Context: an optimization exercise on an open-source flow, tuned for small area, a short achievable clock period and few clock cycles. The choices shown serve that exercise and are no tape-out recipe. No functional check of the RTL was part of this run. Power and IR drop assume default switching activity.

==> design.v <==
`timescale 1ns/1ps
module gamepad_engine (
    input  wire        clk,
    input  wire        rst,                  
    input  wire [1:0]  cfg_topology,         
    input  wire        cfg_axis16,           
    input  wire        cfg_hat,              
    input  wire [3:0]  cfg_settle,           
    input  wire [7:0]  cfg_active_period,    
    input  wire [7:0]  cfg_idle_period,      
    input  wire        cmd_valid,
    input  wire [15:0] cmd,
    output wire        cmd_ready,
    output reg  [3:0]  sel,
    input  wire [3:0]  sense,
    output wire        adc_req,
    output wire [1:0]  adc_ch,
    input  wire        adc_ack,
    input  wire [15:0] adc_data,
    input  wire        adc_fail,
    output wire        sink_req,
    output wire        sink_op,              
    output wire [79:0] sink_data,
    input  wire        sink_ack,
    input  wire [7:0]  sink_peers,
    input  wire        sink_fail,
    output reg  [3:0]  result,
    output wire        halted,
    output reg  [2:0]  cause,
    output wire [15:0] info
);
    localparam C_ILLEGAL = 3'd1;
    localparam C_PRECOND = 3'd2;
    localparam C_ADC     = 3'd4;
    localparam C_NOTIFY  = 3'd5;
    localparam S_IDLE = 4'd0;
    localparam S_DEC  = 4'd1;
    localparam S_QRY  = 4'd2;
    localparam S_ADC  = 4'd3;
    localparam S_SCAN = 4'd4;
    localparam S_FIN  = 4'd5;
    localparam S_PUSH = 4'd6;
    localparam S_DLY  = 4'd7;
    localparam S_HALT = 4'd8;
    reg [1:0] topology;
    reg       axis16;
    reg       hat_mode;
    reg [3:0] settle;
    reg [7:0] active_period;
    reg [7:0] idle_period;
    reg [3:0]  state;
    reg [15:0] cur_cmd;      
    reg [1:0]  pos;          
    reg [7:0]  cnt;          
    reg [3:0]  stab;         
    reg [63:0] axes;         
    reg [15:0] btn;          
    wire [2:0] op  = cur_cmd[14:12];
    wire [1:0] g   = cur_cmd[5:4];
    wire [1:0] i   = cur_cmd[1:0];
    wire is_btn  = (op == 3'd1);
    wire is_axes = (op == 3'd2);
    wire is_hat  = (op == 3'd3);
    wire is_tick = (op == 3'd6);
    wire full    = op[2] & ~op[0];           
    wire illegal = (cur_cmd[15:12] == 4'h0) || (cur_cmd[15:12] > 4'h6) ||
                   (cur_cmd[11:8] != 4'h0) ||
                   (cur_cmd[15:12] != 4'h1 && cur_cmd[7:0] != 8'h00) ||
                   (is_hat && !hat_mode);
    wire precond = cur_cmd[7:6] != 2'd0 || cur_cmd[3:2] != 2'd0;
    wire strobe = (topology == 2'd0);
    wire demux  = topology[1];
    function [3:0] hat_encode(input [3:0] d);    
        reg hl, hr;
        begin
            hl = d[2] & ~d[3];
            hr = d[3] & ~d[2];
            if (d[0])      hat_encode = hl ? 4'd8 : (hr ? 4'd2 : 4'd1);
            else if (d[1]) hat_encode = hl ? 4'd6 : (hr ? 4'd4 : 4'd5);
            else if (hl)   hat_encode = 4'd7;
            else if (hr)   hat_encode = 4'd3;
            else           hat_encode = 4'd0;
        end
    endfunction
    wire [15:0] btn16 = {hat_encode(btn[15:12]), btn[11:0]};
    assign cmd_ready = (state == S_IDLE) && !rst;
    assign halted    = (state == S_HALT);
    assign adc_req   = (state == S_ADC);
    assign adc_ch    = pos;
    assign sink_req  = (state == S_QRY) || (state == S_PUSH);
    assign sink_op   = (state == S_PUSH);
    assign sink_data = {btn16, axes[63:48], axis16 ? axes[47:32] : btn16, axes[31:0]};
    wire info_hi = (cause == C_ILLEGAL);
    wire info_pc = (cause == C_PRECOND);
    wire info_lo = info_hi || info_pc;
    wire info_ch = (cause == C_ADC);
    assign info = {cur_cmd[15:12] & {4{info_hi}},
                   info_hi ? cur_cmd[11:8] : (info_pc ? cur_cmd[7:4] : 4'd0),
                   cur_cmd[7:4] & {4{info_hi}},
                   cur_cmd[3:2] & {2{info_lo}},
                   info_lo ? cur_cmd[1:0] : (info_ch ? pos : 2'd0)};
    wire [3:0] col_sense = sense ^ {4{demux}};    
    wire [3:0] tgt       = strobe ? (4'd1 << pos) : {2'b00, pos};
    wire       at_tgt    = (sel == tgt);
    wire       settled   = !demux || (stab >= settle);
    wire       sample    = (state == S_SCAN) && at_tgt && settled;
    wire       last      = (pos == cnt[1:0]);
    wire       fix_sel   = !strobe && !is_btn && (sel[1:0] != 2'd3);
    wire       pressed   = strobe ? sense[i] : col_sense[g];
    wire [1:0] first_pos = is_btn ? (strobe ? g : i) :
                           strobe ? (is_hat ? 2'd3 : 2'd0) :
                           demux  ? sel[1:0] : 2'd0;
    wire [1:0] last_pos  = is_btn ? (strobe ? g : i) :
                           strobe ? {1'b1, hat_mode} : first_pos - 2'd1;
    function [3:0] sel_toward(input [1:0] p, input [3:0] cur, input stb);
        reg [3:0] t;
        begin
            t = stb ? (4'd1 << p) : {2'b00, p};
            if (stb && cur != 4'd0 && cur != t)
                sel_toward = 4'd0;
            else
                sel_toward = t;
        end
    endfunction
    reg [3:0] sel_nx;
    always @(*) begin
        sel_nx = sel;
        case (state)
            S_DEC:
                if (!illegal && !(is_btn && precond) && (is_btn || is_hat))
                    sel_nx = sel_toward(first_pos, sel, strobe);
            S_ADC:
                if (adc_ack && !adc_fail && pos == 2'd3 && !is_axes)
                    sel_nx = sel_toward(first_pos, sel, strobe);
            S_SCAN:
                if (sample) begin
                    if (!last)
                        sel_nx = sel_toward(pos + 2'd1, sel, strobe);
                end else
                    sel_nx = sel_toward(pos, sel, strobe);
            S_FIN:
                if (!strobe && !is_btn)
                    sel_nx = 4'd3;
            default: ;
        endcase
    end
    integer k;
    always @(posedge clk) begin
        if (rst) begin
            topology      <= cfg_topology;
            axis16        <= cfg_axis16;
            hat_mode      <= cfg_hat;
            settle        <= cfg_settle;
            active_period <= cfg_active_period;
            idle_period   <= cfg_idle_period;
            state         <= S_IDLE;
            cur_cmd       <= 16'd0;
            pos           <= 2'd0;
            cnt           <= 8'd0;
            stab          <= 4'd0;
            axes          <= 64'd0;
            btn           <= 16'd0;
            sel           <= 4'd0;
            result        <= 4'd0;
            cause         <= 3'd0;
        end else begin
            sel <= sel_nx;
            if (sel_nx != sel)
                stab <= 4'd0;
            else if (stab != 4'd15)
                stab <= stab + 4'd1;
            case (state)
                S_IDLE: begin
                    if (cmd_valid) begin
                        cur_cmd <= cmd;
                        state   <= (cmd == 16'h6000) ? S_QRY : S_DEC;
                    end
                end
                S_DEC: begin
                    pos <= 2'd0;
                    if (illegal) begin
                        cause <= C_ILLEGAL;
                        state <= S_HALT;
                    end else if (is_btn && precond) begin
                        cause <= C_PRECOND;
                        state <= S_HALT;
                    end else begin
                        case (op)
                            3'd1, 3'd3: begin
                                pos      <= first_pos;
                                cnt[1:0] <= last_pos;
                                state    <= S_SCAN;
                            end
                            3'd2, 3'd4: state <= S_ADC;
                            3'd5:       state <= S_PUSH;
                            default:    state <= S_QRY;
                        endcase
                    end
                end
                S_QRY: begin
                    pos <= 2'd0;
                    if (sink_ack) begin
                        if (sink_peers != 8'd0) begin
                            state <= S_ADC;
                        end else begin
                            cnt   <= idle_period;
                            state <= S_DLY;
                        end
                    end
                end
                S_ADC: begin
                    if (adc_ack) begin
                        if (adc_fail) begin
                            cause <= C_ADC;
                            state <= S_HALT;
                        end else begin
                            if (pos == 2'd0) axes[7:0] <= adc_data[7:0];
                            if (axis16 ? pos == 2'd0 : pos == 2'd1)
                                axes[15:8] <= axis16 ? adc_data[15:8] : adc_data[7:0];
                            if (axis16 ? pos == 2'd1 : pos == 2'd2)
                                axes[23:16] <= adc_data[7:0];
                            if (axis16 ? pos == 2'd1 : pos == 2'd3)
                                axes[31:24] <= axis16 ? adc_data[15:8] : adc_data[7:0];
                            if (pos == 2'd2) axes[47:32] <= adc_data;
                            if (pos == 2'd3) axes[63:48] <= adc_data;
                            pos <= pos + 2'd1;
                            if (pos == 2'd3) begin
                                if (is_axes) begin
                                    state <= S_IDLE;
                                end else begin
                                    pos      <= first_pos;
                                    cnt[1:0] <= last_pos;
                                    state    <= S_SCAN;
                                end
                            end
                        end
                    end
                end
                S_SCAN: begin
                    if (sample) begin
                        if (full) begin
                            for (k = 0; k < 4; k = k + 1) begin
                                if (strobe) begin
                                    if (pos == k[1:0]) btn[4*k +: 4] <= sense;
                                end else begin
                                    if (k < 3 || hat_mode) btn[4*k + pos] <= col_sense[k];
                                end
                            end
                        end
                        if (is_btn)
                            result <= {3'd0, pressed};
                        if (is_hat) begin
                            if (strobe) result <= sense;
                            else        result[pos] <= col_sense[3];
                        end
                        if (last) begin
                            if (is_hat || fix_sel)
                                state <= S_FIN;
                            else if (is_tick)
                                state <= S_PUSH;
                            else
                                state <= S_IDLE;
                        end else begin
                            pos <= pos + 2'd1;
                        end
                    end
                end
                S_FIN: begin
                    if (is_hat)
                        result <= hat_encode(result);
                    state <= is_tick ? S_PUSH : S_IDLE;
                end
                S_PUSH: begin
                    if (sink_ack) begin
                        if (sink_fail) begin
                            cause <= C_NOTIFY;
                            state <= S_HALT;
                        end else if (is_tick) begin
                            cnt   <= active_period;
                            state <= S_DLY;
                        end else begin
                            state <= S_IDLE;
                        end
                    end
                end
                S_DLY: begin
                    cnt <= cnt - 8'd1;
                    if (cnt[7:1] == 7'd0)
                        state <= S_IDLE;
                end
                default: ;  
            endcase
        end
    end
endmodule
==> run.sh <==
#!/bin/bash
# synth_recipe.tcl (not shown) runs the flow's synth.tcl, then flattens the netlist and writes it again
# the make line also repeats each setting of config.mk as NAME=value (left out here)
make -C /OpenROAD-flow-scripts/flow DESIGN_CONFIG=/design/flow/config.mk WORK_HOME=/design/flow/orfs CLKGATE_MAP_FILE= SYNTH_SCRIPT=/design/flow/synth_recipe.tcl finish
==> config.mk <==
export PLATFORM = sky130hd
export DESIGN_NAME = gamepad_engine
export DESIGN_NICKNAME = gamepad_engine
export VERILOG_FILES = /design/flow/design.v
export SDC_FILE = /design/flow/constraint.sdc
export NUM_CORES = 4
export LEC_CHECK = 0
export CAP_MARGIN = 20
export CORE_MARGIN = 2
export CORE_UTILIZATION = 40
export SLEW_MARGIN = 20
==> constraint.sdc <==
create_clock -name core_clock -period 5.0 [get_ports {clk}]
set_input_delay 1.0000 -clock core_clock [delete_from_list [all_inputs] [get_ports {clk}]]
set_output_delay 1.0000 -clock core_clock [all_outputs]
set_load 0.01 [all_outputs]
==> run summary <==
## how the worst min path moves through the flow
stage,depth (start not counted),end
2_1_floorplan,2,axes[36]
3_3_place_gp,2,axes[47]
3_5_place_dp,2,axes[55]
4_1_cts,2,axes[58]
5_1_grt,2,axes[47]
6_report,2,axes[38]
## stage by stage
step / std cells / power [µW] / setup slack, ps / hold WS [ps]
2_1_floorplan: 1167 / 2620 / 1770 / 433
3_3_place_gp: 1518 / 3150 / 1270 / 442
3_5_place_dp: 1518 / 3130 / 1200 / 446
4_1_cts: 1550 / 4420 / 1230 / 456
5_1_grt: 1550 / 4680 / 881 / 470
6_report: 1550 / 4420 / 1150 / 454
## critical path, stage by stage (launching register included)
cell and delay (ps):
edfxtp_1 1070, or2_1 620, o21ai_1 220, a221oi_4 410, mux2i_1 210, a221oi_2 420, a21oi_2 90, a211oi_2 230
o211ai_2 160, nor4_1 300
## cell type report
class                   instances  area share
clock buffers                  17      0.0377
clock inverters                15      0.0135
inverters                      35      0.0116
multi-input cells             847       0.444
flip-flops and latches        149       0.286
well taps                     285      0.0316
repair buffers                202       0.176
## flip-flops by register name, summed over array words and instances, names as in the netlist, named ones only
name	cells
active_period	8
axes	64
axis16	1
btn	15
cause	3
cnt	8
cur_cmd	16
hat_mode	1
idle_period	8
pos	2
result	4
sel	4
settle	4
stab	4
state	4
topology	2
## kinds of logic after synthesis
logic type / Yosys count
muxes: 42
buffers and inverters: 171
and+or+nand+nor: 440
DFF: 149
adders and majority gates: 18
AOI/OAI and AO/OA: 327
xor gates and xnor gates: 20
## power by group through the flow
| stage | sequential, µW | clock (µW) | combinational, µW |
|---|---|---|---|
| 2_1_floorplan | 1430 | 0 | 1190 |
| 3_3_place_gp | 1560 | 0 | 1580 |
| 3_5_place_dp | 1560 | 0 | 1570 |
| 4_1_cts | 1540 | 1300 | 1580 |
| 5_1_grt | 1560 | 1360 | 1760 |
| 6_report | 1540 | 1280 | 1600 |
## synth_stat cells, drive strengths merged, types with 24 or more instances
cell type	instances
dfxtp	125
nand3	27
mux2i	27
buf	80
edfxtp	24
clkbuf	56
a211oi	32
o21ai	76
a21oi	116
nand2	194
inv	34
nor2	99
## routing by layer
layer,vias up,global-route usage
li1,4273,-
met1,4111,0.325
met2,424,0.388
met3,48,0.0496
met4,0,0.0842
met5,-,0
==> impl_metrics.tcl <==
set metrics [dict create \
    seq_area_frac_synth 0.353 \
    critPathLaunch "topology[1]" \
    clk_latency_ps 440 \
    startpoint_type_of_the_worst_setup_path "register" \
    cts-htree-levels 4 \
    grt_antenna_before_repair 0 \
    grt_pass1_wl_mm 46.0 \
    first_global_vias 8245 \
    most_used_cells_in_the_layout_excluding_fill_and_tap_cells "194 x nand2_1, 187 x clkdlybuf4s50_1, 125 x dfxtp_1" \
    min-delay-path-class "register to register" \
    dieHeight_um 155 \
    cap_viol_max_count 0 \
    clock_transition_at_the_registers_of_the_reported_paths_ps 60 \
    share_of_layout_cells_above_drive_strength_1 0.0688 \
    dr_total_vias 8856 \
    intPower_uw 2620 \
    met2_wirelength_mm 13.5 \
    area_growth_syn_to_layout_pct 23.5 \
    power_frac_seq 0.348 \
    ys.warnings.count 1 \
    dieArea_mm2 0.0240 \
    cts_num_sinks 149 \
    synth_area_per_cell_um2 7.82 \
    worst-path-max-fanout 29 \
    initialDrtViolationCount 796 \
    avg_wl_per_cell_um 19.0 \
    max_clock_freq_ghz 0.259 \
    grt_start_max_net_pins 81 \
    worst-endpoint-arrival_ps 4190 \
    layout.nets 1345 \
    pwr-share-comb 0.363 \
    final.setup_skew_ps 10.4 \
    setup_repair_after_global_routing_missed_its_margin "false" \
    detailedRoute.firstPassIterationCount 6 \
    layout_worst_path_cycle_share 0.771 \
    ir_worst_vdd_mv 0.221 \
    yosys.cell_types.count 83 \
    topRoutingLayerUsed "met4" \
    yosys-top-cells-area "dfxtp_1 27%, nand2_1 8.0%, edfxtp_1 7.9%, a21oi_1 6.2%, buf_4 5.1%" \
    setup-violations-final 0 \
    postLayoutCellArea_mm2 0.0113 \
    wl_mm 29.4 \
    crit_path_time_final_ps 3850 \
    synth_top_cell_by_area "dfxtp_1" \
    cts_hold_buffers 0 \
    cts_max_path_buffers 2 \
    numPortBuffers 188 \
    relative_max_transition_margin 0.274 \
    critical_path.reg2reg.endpoint "stab[0]" \
    compound_gate_portion_of_the_synthesized_area 0.228 \
    worst_slew_pin_slew_ps 1090 \
    run_status "timing/DRC/antenna clean" \
    cts_root_buf "clkbuf_16" \
    synth_nets 1260 \
    number_of_clock_buffers_inserted_by_tritoncts 17 \
    synth_area_mm2 0.00913 \
    start_util 0.406 \
    syn-instance-count 1167 \
    drt.antenna.violating_nets 0 \
    grt_overflow 0 \
    synth.area.mux_share 0.0506 \
    num_rows 55 \
    antenna_cells_inserted 0 \
    die_w_um 155 \
    via_to_cell_ratio 5.71 \
    finalCoreUtilization 0.501 \
    place.detailed.hpwl_mm 21.4 \
    hold_start "axes[38]" \
    critPathCaptureType "register" \
    cellPowerDensity_mw_per_mm2 392 \
    post_synth_and_or_nand_nor_area_fraction 0.225 \
    io_pins 189 \
    most_common_cell_after_layout_fill_and_taps_aside "nand2_1" \
    leakagePower_uw 0.00386 \
    core_region_area_mm2 0.0225 \
    gp_congestion 0.957 \
    ys_ff_latch 149 \
    number_of_flops_mapped_to_enable_cells_by_yosys 24 \
    launching_point_of_the_worst_reg2reg_path "topology[1]" \
    remaining_drc_errors 0 \
    ff2ff_setup_slack_ps 1150 \
    yosys.area.top_type_share 0.274 \
    postCtsSetupRepairBufs 0 \
    reg2reg_depth 9 \
    detail_route.wirelength.met1_mm 13.1 \
    slew_viol_final 0 \
    switchingPower_uw 1810 \
    regArea_mm2 0.00322 \
    pwr-share-clk 0.289 \
    share_of_total_power_consumed_by_net_switching 0.409 \
    routed-wl-met3_mm 2.14 \
    synth_async_sr_flop_share 0 \
    yosys.area_share.adder 0.0247 \
    filler_cell_count 2226 \
    multiInputGateArea_mm2 0.00500 \
    largest_family_of_logic_cells_by_synthesized_area "compound AO/OA/AOI/OAI gates" \
    placement.cell_area_mm2 0.0107 \
    synth_area_in_xor_xnor 0.0192 \
    tritoncts "yes" \
    critPathRequiredTime_ps 5330 \
    crit_path_end "stab[0]" \
    synth_top_flop_cell "dfxtp_1" \
    path_class "register to register" \
    gr-usage-all-layers 0.242 \
    timing.final.hold_violations 0 \
    cts-resized-gates 0 \
    totalNegativeSetupSlack_ps 0 \
]

## static timing again, ports no longer ideal
The flow's constraints put no driver on any port. The routed layout listed below was extracted and timed again, unchanged, in two steps. Step 1, drivers: a clkbuf_16 drives clk and a buf_2 each remaining input, both assumed. Step 2 times the ports against the registers' clock, not the clock port: input delays grow and output delays shrink by t, the midpoint of the rising clock arrivals with the driver on. Three values: no drivers, after step 1, after step 2; two values: the first two.
t, ns: 0.474
setup WS [ns]: 1.146 / 1.146 / 1.146
hold slack, ns: 0.454 / 0.454 / 0.454
worst register clock-pin slew, ns: 0.08 / 0.08
pins driven straight from the clock port: 1
After both steps this run still meets setup and hold. For this run, drivers alone change the setup slack by 0.000 ns; drivers and shift together by 0.000 ns.
